Source: an optimization exercise on an open RTL-to-GDS flow (aim: small area, a short achievable clock period and few clock cycles). Production flows keep margins and buffers that such runs may drop.
Function was checked by simulation only, so behaviour that the tests miss may differ from the original.
Power and IR drop assume default switching activity.

==> inputs of 07-19 <==
## modbus_rtu
module modbus_rtu (
    input  wire        clk,
    input  wire        rst,
    input  wire        tick,
    input  wire        rx_valid,
    input  wire [7:0]  rx_data,
    input  wire        tx_ready,
    input  wire        bus_sel,
    input  wire        bus_we,
    input  wire [1:0]  bus_size,
    input  wire [11:0] bus_addr,
    input  wire [31:0] bus_wdata,
    output reg         done,
    output reg  [31:0] bus_rdata,
    output reg         bus_err,
    output reg         tx_valid,
    output reg  [7:0]  tx_data,
    output wire        irq,
    output wire        rx_enable
);
Settings: LEC_CHECK=0, CAP_MARGIN=20, CORE_MARGIN=2, CORE_UTILIZATION=40, CTS_CLUSTER_DIAMETER=70, CTS_CLUSTER_SIZE=24, SETUP_SLACK_MARGIN=5, SLEW_MARGIN=20; clock period 10.0 ns.
run.sh (not shown) runs the stock make flow with config.mk's settings and CLKGATE_MAP_FILE= SYNTH_SCRIPT=/design/flow/synth_recipe.tcl, a recipe that flattens the netlist after the stock synthesis.
==> inputs of 09-11, as changes to 07-19 <==
--- a/flow/design.v
+++ b/flow/design.v
@@ -71,32 +71,38 @@
     assign irq = |({status[13:8], status[3]} & {ie_hi, ie3});
     wire [31:0] rxev_sel = (state == S_RECV) ? st_ovf : (rd_rdy ? st_drop : st_noise);
     wire [31:0] rxev_inc = (&rxev_sel) ? rxev_sel : rxev_sel + 32'd1;
     wire [31:0] tkev_sel = (state == S_EMIT) ? st_tx : st_rx;
     wire [31:0] tkev_inc = (&tkev_sel) ? tkev_sel : tkev_sel + 32'd1;
     wire go      = !busy && !wv && !rdslow;
     wire do_bus  = go && bus_sel;
-    wire do_rx   = go && !bus_sel && rx_valid;
-    wire do_tick = go && !bus_sel && !rx_valid && tick;
-    wire do_txr  = go && !bus_sel && !rx_valid && !tick && tx_ready;
+    wire do_rx   = go && rx_valid;
+    wire do_tick = go && tick;
+    wire do_txr  = go && tx_ready;
     wire [5:0] bidx    = bus_addr[7:2];
     wire       a_rxbuf = (bus_addr[11:8] == 4'h4);
     wire       a_txbuf = (bus_addr[11:8] == 4'h8);
     wire       a_low   = (bus_addr[11:8] == 4'h0);
-    wire       a_reg   = a_low && (bus_addr[7:0] <= 8'h30 ||
-                                   (bus_addr[7:0] >= 8'h40 && bus_addr[7:0] <= 8'h50));
-    wire       a_ro    = a_low && (bus_addr[7:0] == 8'h00 || bus_addr[7:0] == 8'h18 ||
-                                   bus_addr[7:0] == 8'h1C || bus_addr[7:0] == 8'h20 ||
-                                   bus_addr[7:0] == 8'h24 || bus_addr[7:0] == 8'h28 ||
-                                   bus_addr[7:0] >= 8'h40);
-    wire       legal   = (bus_size == 2'd2) && (bus_addr[1:0] == 2'b00) &&
-                         (a_reg || a_rxbuf || a_txbuf) &&
-                         !(bus_we && (a_ro || a_rxbuf));
-    wire       wr_ok   = do_bus && legal && bus_we;
-    wire       txw     = wr_ok && a_txbuf && (state != S_EMIT);
+    wire [7:0] ba      = bus_addr[7:0];
+    wire       a_reg   = a_low && (ba <= 8'h30 || (ba >= 8'h40 && ba <= 8'h50));
+    wire       a_wr    = a_low && (ba == 8'h04 || ba == 8'h08 || ba == 8'h0C || ba == 8'h10 ||
+                                   ba == 8'h14 || ba == 8'h2C || ba == 8'h30);
+    wire       aligned = (bus_size == 2'd2) && (bus_addr[1:0] == 2'b00);
+    wire       legal   = aligned && (bus_we ? (a_wr || a_txbuf)
+                                            : (a_reg || a_rxbuf || a_txbuf));
+    wire       w_base  = do_bus && bus_we && (bus_size == 2'd2);
+    wire       w_stat  = w_base && (bus_addr == 12'h004);
+    wire       w_ien   = w_base && (bus_addr == 12'h008);
+    wire       w_cmd   = w_base && (bus_addr == 12'h00C);
+    wire       w_t15   = w_base && (bus_addr == 12'h010);
+    wire       w_t35   = w_base && (bus_addr == 12'h014);
+    wire       w_crcv  = w_base && (bus_addr == 12'h02C);
+    wire       w_crcd  = w_base && (bus_addr == 12'h030);
+    wire       w_txb   = w_base && a_txbuf && (bus_addr[1:0] == 2'b00);
+    wire       txw     = w_txb && (state != S_EMIT);
     wire [7:0] cmd_op  = bus_wdata[7:0];
     wire [8:0] cmd_n   = bus_wdata[24:16];
     wire       w_hi0   = (bus_wdata[31:25] == 7'd0) && (bus_wdata[15:8] == 8'd0);
     wire       w_n0    = (cmd_n == 9'd0);
     wire       c_nop   = w_hi0 && w_n0 && (cmd_op == 8'h00);
     wire       c_start = w_hi0 && w_n0 && (cmd_op == 8'h01);
     wire       c_stop  = w_hi0 && w_n0 && (cmd_op == 8'h02);
@@ -176,21 +182,23 @@
     wire        tx_now    = (cmd_n[6:0] == tk) || w_n0;
     wire [6:0]  tx_sidx   = tx_from_c ? tk : 7'd0;
     wire [15:0] tx_scrc   = tx_from_c ? tkc : 16'hFFFF;
     wire        n_gt64    = (cmd_n[8:7] != 2'd0) || (cmd_n[6] && cmd_n[5:0] != 6'd0);
     wire        exp15      = tmr15_en && (tmr15_cnt == 16'd1);
     wire        exp35      = tmr35_en && (tmr35_cnt == 16'd1);
     wire [2:0]  state_t15  = (exp15 && state == S_RECV) ? S_WAIT : state;
-    wire       rxw    = do_rx && ((state == S_IDLE) || (state == S_RECV && !rx_len[6]));
+    wire       rx_app = go && ((state == S_IDLE) || (state == S_RECV && !rx_len[6]));
+    wire       rxw    = rx_valid && rx_app;
+    wire [63:0] rx_arm = {64{rx_app}} & (64'd1 << rx_len[5:0]);
     wire [7:0] txw_d  = bus_wdata[7:0] & {8{~rst}};
     genvar g;
     generate
         for (g = 0; g < 64; g = g + 1) begin : g_buf
             always @(posedge clk)
-                if (rxw && rx_len[5:0] == g)
+                if (rx_valid && rx_arm[g])
                     rxb[8*g +: 8] <= rx_data;
             always @(posedge clk)
                 if (rst || (txw && bidx == g))
                     txb[8*g +: 8] <= txw_d;
         end
     endgenerate
     always @(posedge clk) begin
@@ -369,49 +377,52 @@
                 bus_err   <= !legal;
                 bus_rdata <= rd_value;
                 if (legal && !bus_we && a_txbuf && emit) begin
                     done   <= 1'b0;
                     rdslow <= 1'b1;
                     aq     <= bidx;
                 end
-                if (wr_ok) begin
-                    if (a_txbuf) begin
-                        if (state == S_EMIT) f_cmd_err <= 1'b1;
-                        else begin
-                            if ({1'b0, bidx} == tk) begin
-                                tk  <= tk + 7'd1;
-                                tkc <= tkc_nx;
-                            end else if (bidx == 6'd0) begin
-                                tk  <= 7'd1;
-                                tkc <= tkc_first;
-                            end else if ({1'b0, bidx} < tk) begin
-                                tk  <= 7'd0;
-                                tkc <= 16'hFFFF;
-                            end
-                        end
-                    end else case (bus_addr[7:0])
-                        8'h04: begin
-                            if (bus_wdata[8])  f_tx_done <= 1'b0;
-                            if (bus_wdata[9])  f_noise   <= 1'b0;
-                            if (bus_wdata[10]) f_rx_ovf  <= 1'b0;
-                            if (bus_wdata[11]) f_drop    <= 1'b0;
-                            if (bus_wdata[12]) f_cmd_err <= 1'b0;
-                            if (bus_wdata[13]) f_cfg_err <= 1'b0;
-                        end
-                        8'h08: begin
-                            ie3   <= bus_wdata[3];
-                            ie_hi <= bus_wdata[13:8];
+                if (w_txb) begin
+                    if (state == S_EMIT) f_cmd_err <= 1'b1;
+                    else begin
+                        if ({1'b0, bidx} == tk) begin
+                            tk  <= tk + 7'd1;
+                            tkc <= tkc_nx;
+                        end else if (bidx == 6'd0) begin
+                            tk  <= 7'd1;
+                            tkc <= tkc_first;
+                        end else if ({1'b0, bidx} < tk) begin
+                            tk  <= 7'd0;
+                            tkc <= 16'hFFFF;
                         end
-                        8'h10: if (state == S_OFF) t15 <= bus_wdata[15:0];
-                               else f_cmd_err <= 1'b1;
-                        8'h14: if (state == S_OFF) t35 <= bus_wdata[15:0];
-                               else f_cmd_err <= 1'b1;
-                        8'h2C: crc <= bus_wdata[15:0];
-                        8'h30: crc <= crc_nx;
-                        8'h0C: begin
+                    end
+                end
+                if (w_stat) begin
+                    if (bus_wdata[8])  f_tx_done <= 1'b0;
+                    if (bus_wdata[9])  f_noise   <= 1'b0;
+                    if (bus_wdata[10]) f_rx_ovf  <= 1'b0;
+                    if (bus_wdata[11]) f_drop    <= 1'b0;
+                    if (bus_wdata[12]) f_cmd_err <= 1'b0;
+                    if (bus_wdata[13]) f_cfg_err <= 1'b0;
+                end
+                if (w_ien) begin
+                    ie3   <= bus_wdata[3];
+                    ie_hi <= bus_wdata[13:8];
+                end
+                if (w_t15) begin
+                    if (state == S_OFF) t15 <= bus_wdata[15:0];
+                    else f_cmd_err <= 1'b1;
+                end
+                if (w_t35) begin
+                    if (state == S_OFF) t35 <= bus_wdata[15:0];
+                    else f_cmd_err <= 1'b1;
+                end
+                if (w_crcv) crc <= bus_wdata[15:0];
+                if (w_crcd) crc <= crc_nx;
+                if (w_cmd) begin
                             if (cmd_bad) f_cmd_err <= 1'b1;
                             if (c_start) begin
                                 if (state != S_OFF) f_cmd_err <= 1'b1;
                                 else if (!(t15 >= 16'd1 && t15 < t35)) f_cfg_err <= 1'b1;
                                 else begin
                                     state     <= S_INIT;
                                     rx_len    <= 7'd0;
@@ -492,15 +503,12 @@
                             if (c_clr) begin
                                 st_rx    <= 32'd0;
                                 st_tx    <= 32'd0;
                                 st_noise <= 32'd0;
                                 st_ovf   <= 32'd0;
                                 st_drop  <= 32'd0;
                             end
-                        end
-                        default: ;
-                    endcase
                 end
             end
         end
     end
 endmodule
==> flow/flow/run.sh (new file) <==
#!/bin/bash
set -euo pipefail
export SETUP_SLACK_MARGIN=5.75
bash standard.sh > standard.log 2>&1
==> flow/standard.sh (new file) <==
#!/bin/bash
# synth_recipe.tcl (not shown) runs the flow's synth.tcl, then flattens the netlist and writes it again
# the make line also repeats each setting of config.mk as NAME=value (left out here)
make -C /OpenROAD-flow-scripts/flow DESIGN_CONFIG=/design/flow/config.mk WORK_HOME=/design/flow/orfs CLKGATE_MAP_FILE= SYNTH_SCRIPT=/design/flow/synth_recipe.tcl "${@:-finish}"
SETUP_SLACK_MARGIN = default   (was 5)
removed: flow/run.sh
==> notes <==
First-iteration DRC count: 09-11 is larger than 07-19 (3.9%). Against 07-19, the clock skew of 09-11 is higher by 0.018 ns. Between 09-11 and 07-19, the lower fmax is in 07-19 (gap 12%, measured against 07-19). Clock power is about the same in 09-11 and 07-19. Global-route usage: 07-19 is higher than 09-11 (0.78 points). In 09-11 the utilization is higher than in 07-19, by 2.8 points. 09-11 finished with timing, DRC and antenna clean. 07-19 completed with no timing, DRC or antenna violations. Flip-flop and latch count is the same in 07-19 and 09-11.
==> figures <==
                                                                                09-11       07-19
CTS clock-pin slew for the worst setup and hold paths                         0.10 ns     0.08 ns
Sequential cell area fraction in the yosys report                              58.93%      58.94%
Area share of and/or/nand/nor cells after synthesis                            15.22%      15.43%
Number of fillers in the final layout                                          14,710      15,230
Shortest clock period the worst path allows after layout                     4.624 ns    5.175 ns
Total of cells resized after clock tree synthesis                                 411         176
Met3 wirelength from detailed routing                                       37,710 µm   37,600 µm
Combinational power share                                                        5.7%        4.6%
Status                                               no timing/DRC/antenna violations  no timing/DRC/antenna violations
Data required time of the worst path                                         10.74 ns    10.62 ns
Switching power                                                              3.042 mW    2.990 mW
Multiplexer fraction of the synthesized cell area                              1.688%      1.449%
Final #Nets                                                                     6,457       6,232
Initial cell density of the core                                               40.12%      40.12%
Total half-perimeter wirelength after legalization and detailed placement  196,400 µm  207,000 µm
Testbench counts of 07-19, summed over its fixed seeds: cycles 10,758.
Testbench counts of 09-11, summed over its fixed seeds: cycles 10,758.

what the ideal ports hide:
No port has a modelled driver above. Below, the same layouts with a new extraction and two added sets of constraints.
Step 1 sets driving cells, clkbuf_16 on the clock port and buf_2 on the other inputs (assumed; they add their load-dependent delay and slew).
Step 2 moves the port delays by t, midway between the first and last clock arrival at a register: inputs arrive t later, outputs are due t later. That takes back most of the time a late clock gives input paths.
Slacks: ideal / step 1 / step 2; pairs: ideal / step 1.
run	t, ns	slack for setup (ns)	latest minus earliest clock arrival (ns)	pins driven straight from the clock port
07-19	0.858	4.825 / 4.806 / 3.948	0.068 / 0.068	1
09-11	0.887	5.376 / 5.398 / 4.511	0.087 / 0.087	1
After both steps every run listed still meets setup and hold. For 07-19, which loses most, drivers alone change the setup slack by -0.019 ns; drivers and shift together by -0.877 ns.
